This is an optimization exercise on Yosys and OpenROAD, whose aim is small area, not a production implementation.
The RTL was checked by simulation tests, not by an equivalence proof against the original design.
No activity file was given, so power comes from the tool's default toggle rates.

--- design/flow/run.sh ---
#!/bin/bash
# synth_recipe.tcl (not shown) runs the flow's synth.tcl, then flattens the netlist and writes it again
# the make line also repeats each setting of config.mk as NAME=value (left out here)
make -C /OpenROAD-flow-scripts/flow DESIGN_CONFIG=/design/flow/config.mk WORK_HOME=/design/flow/orfs CLKGATE_MAP_FILE= SYNTH_SCRIPT=/design/flow/synth_recipe.tcl finish
--- design/flow/design.v ---
module fp32_round_pack #(
    parameter W = 48
) (
    input  wire              sign,
    input  wire [W-1:0]      x,
    input  wire signed [11:0] q,
    output reg  [31:0]       r
);
    integer i;
    reg [6:0]          lead;         
    reg signed [12:0]  e_norm;       
    reg signed [12:0]  k;            
    reg [W+24:0]       wide;
    reg [24:0]         m;            
    reg                sticky;       
    reg [24:0]         mr;           
    reg signed [12:0]  e_out;
    always @* begin
        lead = 0;
        for (i = 0; i < W; i = i + 1)
            if (x[i]) lead = i[6:0];
        e_norm = $signed({6'd0, lead}) + q + 13'sd127;
        if (e_norm >= 1) begin
            k     = 13'sd24 - $signed({6'd0, lead});
            e_out = e_norm;
        end else begin
            k     = q + 13'sd150;
            e_out = 13'sd0;
        end
        wide = {{25{1'b0}}, x};
        if (k >= 0) begin
            m      = wide << k;
            sticky = 1'b0;
        end else if (-k >= W) begin
            m      = 25'd0;
            sticky = |x;
        end else begin
            m      = wide >> (-k);
            sticky = |(wide & ~({(W+25){1'b1}} << (-k)));
        end
        mr = {1'b0, m[24:1]};
        if (m[0] && (sticky || m[1]))
            mr = mr + 25'd1;
        if (mr[24]) begin
            mr    = mr >> 1;
            e_out = e_out + 13'sd1;
        end else if (e_out == 0 && mr[23]) begin
            e_out = 13'sd1;
        end
        if (x == 0)
            r = 32'd0;
        else if (e_out >= 255)
            r = {sign, 8'hFF, 23'd0};
        else
            r = {sign, e_out[7:0], mr[22:0]};
    end
endmodule
module fp32_add (
    input  wire [31:0] a,
    input  wire [31:0] b,
    output reg  [31:0] r,
    output reg         nonfinite
);
    wire       sa = a[31], sb = b[31];
    wire [7:0] ea = a[30:23], eb = b[30:23];
    wire [23:0] ma = {ea != 0, a[22:0]};
    wire [23:0] mb = {eb != 0, b[22:0]};
    wire [7:0] xa = (ea == 0) ? 8'd1 : ea;
    wire [7:0] xb = (eb == 0) ? 8'd1 : eb;
    wire a_big = {xa, ma} >= {xb, mb};
    wire        s_big = a_big ? sa : sb;
    wire        s_sml = a_big ? sb : sa;
    wire [7:0]  e_big = a_big ? xa : xb;
    wire [7:0]  e_sml = a_big ? xb : xa;
    wire [23:0] m_big = a_big ? ma : mb;
    wire [23:0] m_sml = a_big ? mb : ma;
    wire [7:0]  d     = e_big - e_sml;
    reg  [26:0] big_ext, sml_ext, sml_full;
    reg         st;
    reg  [27:0] sum;
    wire [31:0] rp;
    always @* begin
        big_ext  = {m_big, 3'b000};
        sml_full = {m_sml, 3'b000};
        if (d >= 27) begin
            sml_ext = 27'd0;
            st      = |m_sml;
        end else begin
            sml_ext = sml_full >> d;
            st      = |(sml_full & ~({27{1'b1}} << d));
        end
        sml_ext[0] = sml_ext[0] | st;
        if (s_big == s_sml)
            sum = {1'b0, big_ext} + {1'b0, sml_ext};
        else
            sum = {1'b0, big_ext} - {1'b0, sml_ext};
    end
    fp32_round_pack #(.W(28)) u_pack (
        .sign (s_big),
        .x    (sum),
        .q    ($signed({4'd0, e_big}) - 12'sd153),
        .r    (rp)
    );
    always @* begin
        nonfinite = (ea == 8'hFF) || (eb == 8'hFF) || (rp[30:23] == 8'hFF);
        r         = rp;
    end
endmodule
module fp32_mul (
    input  wire [31:0] a,
    input  wire [31:0] b,
    output reg  [31:0] r,
    output reg         nonfinite
);
    wire [7:0]  ea = a[30:23], eb = b[30:23];
    wire [23:0] ma = {ea != 0, a[22:0]};
    wire [23:0] mb = {eb != 0, b[22:0]};
    wire [7:0]  xa = (ea == 0) ? 8'd1 : ea;
    wire [7:0]  xb = (eb == 0) ? 8'd1 : eb;
    wire [47:0] prod = ma * mb;
    wire [31:0] rp;
    fp32_round_pack #(.W(48)) u_pack (
        .sign (a[31] ^ b[31]),
        .x    (prod),
        .q    ($signed({4'd0, xa}) + $signed({4'd0, xb}) - 12'sd300),
        .r    (rp)
    );
    always @* begin
        nonfinite = (ea == 8'hFF) || (eb == 8'hFF) || (rp[30:23] == 8'hFF);
        r         = rp;
    end
endmodule
module fp32_trunc16 (
    input  wire [31:0] a,
    output reg  [15:0] p
);
    wire [7:0]  ea = a[30:23];
    wire [23:0] ma = {ea != 0, a[22:0]};
    reg  [15:0] mag;
    always @* begin
        if (ea >= 8'd150) begin
            if (ea - 8'd150 >= 8'd16)
                mag = 16'd0;
            else
                mag = ma[15:0] << (ea - 8'd150);
        end else if (ea >= 8'd127) begin
            mag = ma >> (8'd150 - ea);
        end else begin
            mag = 16'd0;
        end
        p = a[31] ? (16'd0 - mag) : mag;
    end
endmodule
module tx868_fx (
    input  wire [31:0] w,
    input  wire [31:0] offset,
    output wire [15:0] p
);
    localparam [31:0] F_100  = 32'h42C8_0000;
    localparam [31:0] F_HALF = 32'h3F00_0000;
    wire [31:0] s1, s2, s3;
    wire        nf1, nf2, nf3;
    wire [15:0] t;
    fp32_add     u_add_off  (.a(w),  .b(offset), .r(s1), .nonfinite(nf1));
    fp32_mul     u_mul_100  (.a(s1), .b(F_100),  .r(s2), .nonfinite(nf2));
    fp32_add     u_add_half (.a(s2), .b(F_HALF), .r(s3), .nonfinite(nf3));
    fp32_trunc16 u_trunc    (.a(s3), .p(t));
    assign p = (nf1 || nf2 || nf3) ? 16'd0 : t;
endmodule
module tx868_htv (
    input  wire         clk,
    input  wire         rst,
    input  wire [63:0]  now,
    input  wire         cmd_valid,
    output wire         cmd_ready,
    input  wire [103:0] cmd,
    output reg          line,
    output reg          busy,
    output wire         err_range
);
    localparam [12:0] TOTAL  = 13'd2000;
    localparam [12:0] SHORT  = 13'd600;
    localparam [12:0] LONG   = TOTAL - SHORT;
    localparam [6:0]  NSYNC  = 7'd9;
    localparam [6:0]  D0     = NSYNC + 7'd2;       
    localparam [6:0]  C0     = D0 + 7'd72;         
    localparam [6:0]  EOFS   = C0 + 7'd9;          
    localparam [31:0] F_50   = 32'h4248_0000;
    localparam [31:0] F_0    = 32'h0000_0000;
    localparam [7:0] OP_INIT    = 8'h00;
    localparam [7:0] OP_SETADDR = 8'h01;
    localparam [7:0] OP_SETTYPE = 8'h02;
    localparam [7:0] OP_SETDATA = 8'h03;
    localparam [7:0] OP_SEND    = 8'h04;
    localparam [1:0] S_WAIT     = 2'd0;
    localparam [1:0] S_PULSE    = 2'd1;
    localparam [1:0] S_EOFHOLD  = 2'd2;
    localparam [1:0] S_EOFPULSE = 2'd3;
    reg [7:0]  frame [0:7];
    reg [63:0] next_edge;
    reg [6:0]  slot;
    reg [1:0]  step;
    reg [12:0] dcnt;         
    reg [10:0] sum;
    reg        data_pend;
    reg [31:0] data_t, data_h, data_v;
    assign cmd_ready = !busy;
    assign err_range = 1'b0;
    wire       accept = cmd_valid && cmd_ready;
    wire [7:0] op     = cmd[103:96];
    wire [15:0] p_t, p_h, p_v;
    tx868_fx u_fx_t (.w(data_t), .offset(F_50), .p(p_t));
    tx868_fx u_fx_h (.w(data_h), .offset(F_0),  .p(p_h));
    tx868_fx u_fx_v (.w(data_v), .offset(F_0),  .p(p_v));
    wire [6:0] dslot  = slot - D0;
    wire [2:0] idx    = dslot / 7'd9;
    wire [3:0] bitpos = dslot % 7'd9;
    wire [6:0] cslot  = slot - C0;
    wire [3:0] cbit   = cslot[3:0];
    wire [7:0] chk    = sum[7:0] + 8'd5;
    reg        slot_bit;
    always @* begin
        if (slot == 7'd0)
            slot_bit = 1'b1;                  
        else if (slot <= NSYNC)
            slot_bit = 1'b0;                  
        else if (slot < D0)
            slot_bit = 1'b1;                  
        else if (slot < C0)
            slot_bit = (bitpos == 4'd8) ? 1'b1 : frame[idx][bitpos[2:0]];
        else
            slot_bit = (cbit == 4'd8) ? 1'b1 : chk[cbit[2:0]];
    end
    wire [6:0] nslot   = slot + 7'd1;
    wire [6:0] ndslot  = nslot - D0;
    wire       n_first = (nslot >= D0) && (nslot < C0) && (ndslot % 7'd9 == 7'd0);
    wire [2:0] nidx    = ndslot / 7'd9;
    always @(posedge clk) begin
        if (accept && (op == OP_SETADDR))
            frame[1] <= cmd[7:0];
        if (accept && (op == OP_SETTYPE) && (cmd[7:1] == 7'd0))
            frame[0] <= {7'd0, cmd[0]};
        data_pend <= accept && (op == OP_SETDATA);
        if (accept && (op == OP_SETDATA)) begin
            data_t <= cmd[95:64];
            data_h <= cmd[63:32];
            data_v <= cmd[31:0];
        end
        if (data_pend) begin
            frame[2] <= p_t[7:0];
            frame[3] <= p_t[15:8];
            frame[4] <= p_h[7:0];
            frame[5] <= p_h[15:8];
            frame[6] <= p_v[7:0];
            frame[7] <= p_v[15:8];
        end
    end
    always @(posedge clk) begin
        if (rst) begin
            line      <= 1'b0;
            busy      <= 1'b0;
            next_edge <= 64'd0;
            slot      <= 7'd0;
            step      <= S_WAIT;
            dcnt      <= 13'd0;
        end else begin
            if (busy) begin
                case (step)
                    S_WAIT: begin
                        if (now >= next_edge) begin
                            line      <= 1'b1;
                            next_edge <= now + {51'd0, TOTAL};
                            if (slot == EOFS) begin
                                step <= S_EOFHOLD;
                                dcnt <= 2 * TOTAL - 13'd1;
                            end else begin
                                step <= S_PULSE;
                                dcnt <= (slot_bit ? SHORT : LONG) - 13'd1;
                            end
                        end
                    end
                    S_PULSE: begin
                        if (dcnt == 13'd0) begin
                            line <= 1'b0;
                            slot <= nslot;
                            step <= S_WAIT;
                            if (n_first)
                                sum <= sum + {3'd0, frame[nidx]};
                        end else begin
                            dcnt <= dcnt - 13'd1;
                        end
                    end
                    S_EOFHOLD: begin
                        if (dcnt == 13'd0) begin
                            next_edge <= now + {51'd0, TOTAL};
                            step      <= S_EOFPULSE;
                            dcnt      <= SHORT - 13'd1;
                        end else begin
                            dcnt <= dcnt - 13'd1;
                        end
                    end
                    S_EOFPULSE: begin
                        if (dcnt == 13'd0) begin
                            line <= 1'b0;
                            busy <= 1'b0;
                            slot <= 7'd0;
                            step <= S_WAIT;
                        end else begin
                            dcnt <= dcnt - 13'd1;
                        end
                    end
                endcase
            end else if (accept) begin
                case (op)
                    OP_INIT: begin
                        line      <= 1'b0;
                        next_edge <= 64'd0;
                    end
                    OP_SEND: begin
                        busy <= 1'b1;
                        slot <= 7'd0;
                        sum  <= 11'd0;
                        if (now >= next_edge) begin
                            line      <= 1'b1;
                            next_edge <= now + {51'd0, TOTAL};
                            step      <= S_PULSE;
                            dcnt      <= SHORT - 13'd1;
                        end else begin
                            step <= S_WAIT;
                        end
                    end
                    default: ;
                endcase
            end
        end
    end
endmodule
--- design/flow/constraint.sdc ---
create_clock -name core_clock -period 70.0 [get_ports {clk}]
set_input_delay 14.0000 -clock core_clock [delete_from_list [all_inputs] [get_ports {clk}]]
set_output_delay 14.0000 -clock core_clock [all_outputs]
set_load 0.01 [all_outputs]
--- design/flow/config.mk ---
export PLATFORM = sky130hd
export DESIGN_NAME = tx868_htv
export DESIGN_NICKNAME = tx868_htv
export VERILOG_FILES = /design/flow/design.v
export SDC_FILE = /design/flow/constraint.sdc
export NUM_CORES = 8
export LEC_CHECK = 0
export CAP_MARGIN = 20
export CORE_MARGIN = 2
export CORE_UTILIZATION = 40
export SLEW_MARGIN = 20
==> results.txt <==
report_power, final:
part / internal (mW) / leakage (nW) / switching, mW
clock network: 0.108 / 0.576 / 0.0860
registers: 0.161 / 2.10 / 0.00150
logic: 1.17 / 50.3 / 2.46
total: 1.43 / 53.0 / 2.55
metrics by stage:
step	hold WS, ps	std cells	util, %
after floorplan	435	19400	-
after global placement	453	22900	42.2
after detailed placement	462	22900	42.2
after CTS	477	23000	42.6
after global routing	500	23000	42.6
final	480	23000	42.6
cells by family (layout without fill, tap and decap cells):
group | after synthesis | in the layout | share of synthesized area [%]
simple gates | 7680 | 7680 | 29.5
compound gates | 6628 | 6628 | 35.7
buf+inv | 2059 | 1530 | 6.28
fa+ha+maj | 915 | 915 | 9.36
xor+xnor | 905 | 905 | 6.22
mux | 805 | 805 | 7.67
flops | 250 | 250 | 5.17
other cells | 2 | 118 | 0.00587
synth_stat cells, types with 105 or more instances:
cell type                   number  area, sq um
sky130_fd_sc_hd__xor2_1        317         2780
sky130_fd_sc_hd__and2_1        239         1500
sky130_fd_sc_hd__nand3_1       827         4140
sky130_fd_sc_hd__o31ai_1       196         1470
sky130_fd_sc_hd__o211ai_1      354         2660
sky130_fd_sc_hd__mux2i_1       500         5000
sky130_fd_sc_hd__ha_1          835        10400
sky130_fd_sc_hd__mux2_2        175         1970
sky130_fd_sc_hd__a22oi_1       177         1330
sky130_fd_sc_hd__a211oi_1      362         2720
sky130_fd_sc_hd__a21oi_1      1416         7090
sky130_fd_sc_hd__or3_1         241         1510
sky130_fd_sc_hd__and3_1        243         1520
sky130_fd_sc_hd__nand4_1       301         1880
sky130_fd_sc_hd__nor4_1        268         1680
sky130_fd_sc_hd__o21bai_1      151         1130
sky130_fd_sc_hd__or2_2         171         1070
sky130_fd_sc_hd__buf_2         169          846
sky130_fd_sc_hd__a21o_1        367         2760
sky130_fd_sc_hd__o21a_1        210         1580
sky130_fd_sc_hd__o22ai_1       164         1030
sky130_fd_sc_hd__nand2_1      1891         7100
sky130_fd_sc_hd__buf_1         107          402
sky130_fd_sc_hd__nor2_1       1863         6990
sky130_fd_sc_hd__edfxtp_1      161         4830
sky130_fd_sc_hd__nor3_1        773         3870
sky130_fd_sc_hd__inv_1         840         3150
sky130_fd_sc_hd__or4_1         106          796
sky130_fd_sc_hd__o21ai_1       109          546
sky130_fd_sc_hd__nand2b_1      222         1390
sky130_fd_sc_hd__mux4_2        121         2730
sky130_fd_sc_hd__a31oi_1       305         1910
sky130_fd_sc_hd__o21ai_0      1124         5630
sky130_fd_sc_hd__o2111ai_1     105          920
sky130_fd_sc_hd__nor2b_1       139          870
sky130_fd_sc_hd__clkbuf_1      886         3330
sky130_fd_sc_hd__xnor2_1       584         5110
layout make-up:
| type | instances | area [sq um] | share of cell area (%) |
|---|---|---|---|
| flip-flops and latches | 250 | 6620 | 4.89 |
| clock buffers | 46 | 980 | 0.723 |
| repair buffers | 587 | 4830 | 3.57 |
| diodes | 5 | 12.5 | 0.00923 |
| well taps | 4180 | 5230 | 3.86 |
| inverters | 876 | 3290 | 2.43 |
| multi-input cells | 17000 | 114000 | 84.4 |
| clock inverters | 21 | 205 | 0.151 |
sequential cells by signal (all words and copies together), names as in the netlist:
name	flops
data_v	32
sum	8
step	2
data_t	32
frame	57
dcnt	13
slot	7
line	1
data_h	32
busy	1
data_pend	1
next_edge	64
layer usage:
layer  global-route usage [%]  vias to the layer above
li1                         -                    72300
met1                     46.4                    74600
met2                     50.3                     9977
met3                     6.23                     1587
met4                     12.5                       14
met5                        0                        -
worst max path at each step:
stage / start / endpoint / slack (ps) / cells past startpoint
6_report: data_t[23]$_DFFE_PP_ / frame[3][0]$_SDFFCE_PP0P_ / 6320 / 210
5_1_grt: data_t[23]$_DFFE_PP_ / frame[3][4]$_SDFFCE_PP0P_ / 2000 / 218
4_1_cts: data_t[23]$_DFFE_PP_ / frame[3][4]$_SDFFCE_PP0P_ / 8010 / 215
3_5_place_dp: data_t[23]$_DFFE_PP_ / frame[3][0]$_SDFFCE_PP0P_ / 8140 / 215
3_3_place_gp: data_t[26]$_DFFE_PP_ / frame[3][0]$_SDFFCE_PP0P_ / 8610 / 215
2_1_floorplan: data_t[26]$_DFFE_PP_ / frame[3][0]$_SDFFCE_PP0P_ / 20590 / 241
==> impl_results.html <==
<table>
<tr><th>Metric</th><th>Value</th></tr>
<tr><th colspan="2">Power and ir drop</th></tr>
<tr><td>Maximum ir drop on the vdd rail</td><td>0.0000679 V</td></tr>
<tr><td>Power per unit of standard cell area</td><td>29.4 nW/um^2</td></tr>
<tr><td>Standby leakage power</td><td>53.0 nW</td></tr>
<tr><td>Total design power</td><td>3.98 mW</td></tr>
<tr><th colspan="2">Route</th></tr>
<tr><td>Vias</td><td>158k</td></tr>
<tr><td>First-pass iteration count of the detailed router</td><td>10</td></tr>
<tr><td>Total wirelength of the detailed-routed design</td><td>572,000 um</td></tr>
<tr><td>Met2 WL</td><td>239,000 um</td></tr>
<tr><td>DRC violation count after routing</td><td>0</td></tr>
<tr><td>Routed length on met1</td><td>243,000 um</td></tr>
<tr><td>Highest signal layer in the routed design</td><td>met5</td></tr>
<tr><td>Routed WL per cell</td><td>24.9 um</td></tr>
<tr><td>Wire length on met3</td><td>63,800 um</td></tr>
<tr><td>Vias per cell</td><td>6.89</td></tr>
<tr><td>Detailed router's first-iteration violation count</td><td>22.7k</td></tr>
<tr><td>Routed Antenna Nets</td><td>0</td></tr>
<tr><th colspan="2">Worst setup path</th></tr>
<tr><td>Data arrival time of the worst path</td><td>64,080 ps</td></tr>
<tr><td>Standard cell with the maximum stage delay on the critical path</td><td>sky130_fd_sc_hd__edfxtp_1</td></tr>
<tr><td>Required time at the worst-slack endpoint</td><td>70,400 ps</td></tr>
<tr><td>CP bufs+invs</td><td>17</td></tr>
<tr><td>Crit path max-delay family</td><td>compound AO/OA/AOI/OAI gates</td></tr>
<tr><td>CP Capture Type</td><td>register</td></tr>
<tr><td>Worst-path fanout max</td><td>42</td></tr>
<tr><td>FF-to-FF path depth</td><td>210</td></tr>
<tr><td>Worst Setup Start Kind</td><td>register</td></tr>
<tr><td>Maximum single-stage delay on the critical path</td><td>1050 ps</td></tr>
<tr><td>Critical path type</td><td>reg -&gt; reg</td></tr>
<tr><td>Reg-to-reg critical path endpoint</td><td>frame[3][0]$_SDFFCE_PP0P_</td></tr>
<tr><td>R2R Path Start</td><td>data_t[23]$_DFFE_PP_</td></tr>
<tr><td>Cell repeated most along the worst path</td><td>sky130_fd_sc_hd__a21oi_1</td></tr>
<tr><td>Register-to-register path setup slack</td><td>6320 ps</td></tr>
<tr><th colspan="2">Synthesis</th></tr>
<tr><td>Dominant register cell in the synthesized netlist</td><td>sky130_fd_sc_hd__edfxtp_1</td></tr>
<tr><td>Cells after synthesis</td><td>19.2k</td></tr>
<tr><td>Share of async-settable or async-resettable flops after synthesis</td><td>0%</td></tr>
<tr><td>Number of synthesis warnings</td><td>7</td></tr>
<tr><td>Number of enable flip-flop cells after synthesis</td><td>161</td></tr>
<tr><td>Synthesized area divided by synthesized cell count</td><td>6.65 sq um</td></tr>
<tr><td>Summed instance area of the synthesized netlist</td><td>128,000 sq um</td></tr>
<tr><td>Number of flip-flops and latches in the synthesized netlist</td><td>250</td></tr>
<tr><td>Register area share after synthesis</td><td>5.17%</td></tr>
<tr><td>Count of cell types in the netlist</td><td>150</td></tr>
<tr><th colspan="2">CTS</th></tr>
<tr><td>TritonCTS clock tree</td><td>yes</td></tr>
<tr><td>Post-CTS setup-driven buffer insertion count</td><td>0</td></tr>
<tr><td>Deepest level of the CTS H-tree</td><td>2</td></tr>
<tr><td>Root cell of the clock tree</td><td>sky130_fd_sc_hd__clkbuf_16</td></tr>
<tr><td>Source-to-sink clock delay at the later pin of the worst-skew pair</td><td>700 ps</td></tr>
<tr><td>Clock input transition at the sequential cells of the worst setup and hold paths</td><td>70 ps</td></tr>
<tr><td>CTS-repair resized insts</td><td>0</td></tr>
<tr><td>Clock sink count</td><td>250</td></tr>
<tr><td>Total of hold buffers inserted after clock tree synthesis</td><td>0</td></tr>
<tr><td>CTS Buf Count</td><td>37</td></tr>
<tr><td>Maximum clock insertion buffer count</td><td>3</td></tr>
<tr><th colspan="2">Worst hold path</th></tr>
<tr><td>Path class of the lowest-slack min-delay path</td><td>reg -&gt; reg</td></tr>
<tr><td>Worst Hold End</td><td>dcnt[0]$_SDFFE_PP0P_</td></tr>
<tr><td>Min-delay src</td><td>dcnt[0]$_SDFFE_PP0P_</td></tr>
<tr><td>Number of cells traversed by the worst hold path</td><td>1</td></tr>
<tr><th colspan="2">Timing</th></tr>
<tr><td>Setup repair after global routing missed its margin</td><td>no</td></tr>
<tr><td>Max Fclk</td><td>15.7 MHz</td></tr>
<tr><td>Total negative setup slack</td><td>0 ps</td></tr>
<tr><td>Total count of hold-check failures in the final report</td><td>0</td></tr>
<tr><td>Max-slew violation total from the final report</td><td>0</td></tr>
<tr><td>Worst slew pin tran</td><td>1270 ps</td></tr>
<tr><td>Clock period minus worst slack</td><td>63,680 ps</td></tr>
<tr><td>Final worst clock skew</td><td>41.9 ps</td></tr>
<tr><td>Final setup vio count</td><td>0</td></tr>
<tr><td>Normalized max-slew margin</td><td>14.5%</td></tr>
<tr><td>Share of the cycle needed by the critical path after routing</td><td>91.0%</td></tr>
<tr><td>Smallest setup slack after layout</td><td>6320 ps</td></tr>
<tr><th colspan="2">Run</th></tr>
<tr><td>Number of violations of the max-capacitance limit</td><td>0</td></tr>
<tr><th colspan="2">Placed design</th></tr>
<tr><td>Input/output buffers</td><td>173</td></tr>
<tr><td>Detailed Place HPWL</td><td>449,000 um</td></tr>
<tr><td>Routability congestion estimate from global placement</td><td>1.06</td></tr>
<tr><td>Worst setup slack after placement</td><td>8140 ps</td></tr>
<tr><td>Placement Cell Area</td><td>134,000 sq um</td></tr>
<tr><th colspan="2">Global route</th></tr>
<tr><td>Tot GR Track Use</td><td>33.3%</td></tr>
<tr><td>Number of global-route vias before repair</td><td>144k</td></tr>
<tr><td>GR Overflow Total</td><td>0</td></tr>
<tr><td>Global-route wire length before repair</td><td>875,000 um</td></tr>
<tr><td>Maximum number of pins on one net before global-route repair</td><td>90</td></tr>
<tr><td>Antenna violations before repair</td><td>10</td></tr>
<tr><th colspan="2">Floorplan</th></tr>
<tr><td>Std-Cell Rows</td><td>207</td></tr>
<tr><td>Die area</td><td>324,000 sq um</td></tr>
<tr><td>Placeable core region</td><td>318,000 sq um</td></tr>
<tr><td>Ports placed on the boundary</td><td>175</td></tr>
<tr><td>Vertical die dimension</td><td>570 um</td></tr>
<tr><td>Die width</td><td>570 um</td></tr>
<tr><td>Starting Density</td><td>40.2%</td></tr>
<tr><th colspan="2">Finish</th></tr>
<tr><td>Filler cell count in the final layout</td><td>33.8k</td></tr>
<tr><td>Share of final-layout standard cells stronger than drive strength 1</td><td>7.19%</td></tr>
<tr><td>Commonest cells after routing, fill and taps aside</td><td>1,889 x sky130_fd_sc_hd__nand2_1, 1,853 x sky130_fd_sc_hd__nor2_1, 1,407 x sky130_fd_sc_hd__a21oi_1, 1,120 x sky130_fd_sc_hd__o21ai_0, 839 x sky130_fd_sc_hd__inv_1</td></tr>
<tr><td>Area growth from synthesis to final layout</td><td>5.91%</td></tr>
<tr><td>Most frequent standard cell in the layout excluding fill and tap cells</td><td>sky130_fd_sc_hd__nand2_1</td></tr>
<tr><td>Final Net Count</td><td>19.9k</td></tr>
<tr><td>Finished layout cell area</td><td>135,000 sq um</td></tr>
<tr><th colspan="2">Run status</th></tr>
<tr><td>Run status</td><td>no timing/DRC/antenna violations</td></tr>
</table>

==> static timing again, ports no longer ideal <==
The flow's constraints put no driver on any port. The routed layout listed below was extracted and timed again, unchanged, in two steps.
Step 1: set_driving_cell puts a clkbuf_16 on clk and a buf_2 on each other input, an assumption about the parent block.
Step 2, shift: input delay + t, output delay - t, t = (earliest + latest rising clock arrival at the registers) / 2. This alone moves slack from input paths to output paths.
a / b / c = ideal / step 1 / step 2; a / b = the first two.
t, ns: 0.768
setup WS [ns]: 6.317 / 6.317 / 6.317
worst setup path after step 2: register to register
slew at the worst register clock pin (ns): 0.10 / 0.10
After both steps setup and hold are still met in this run. For this run, drivers alone change the setup slack by 0.000 ns; drivers and shift together by 0.000 ns.
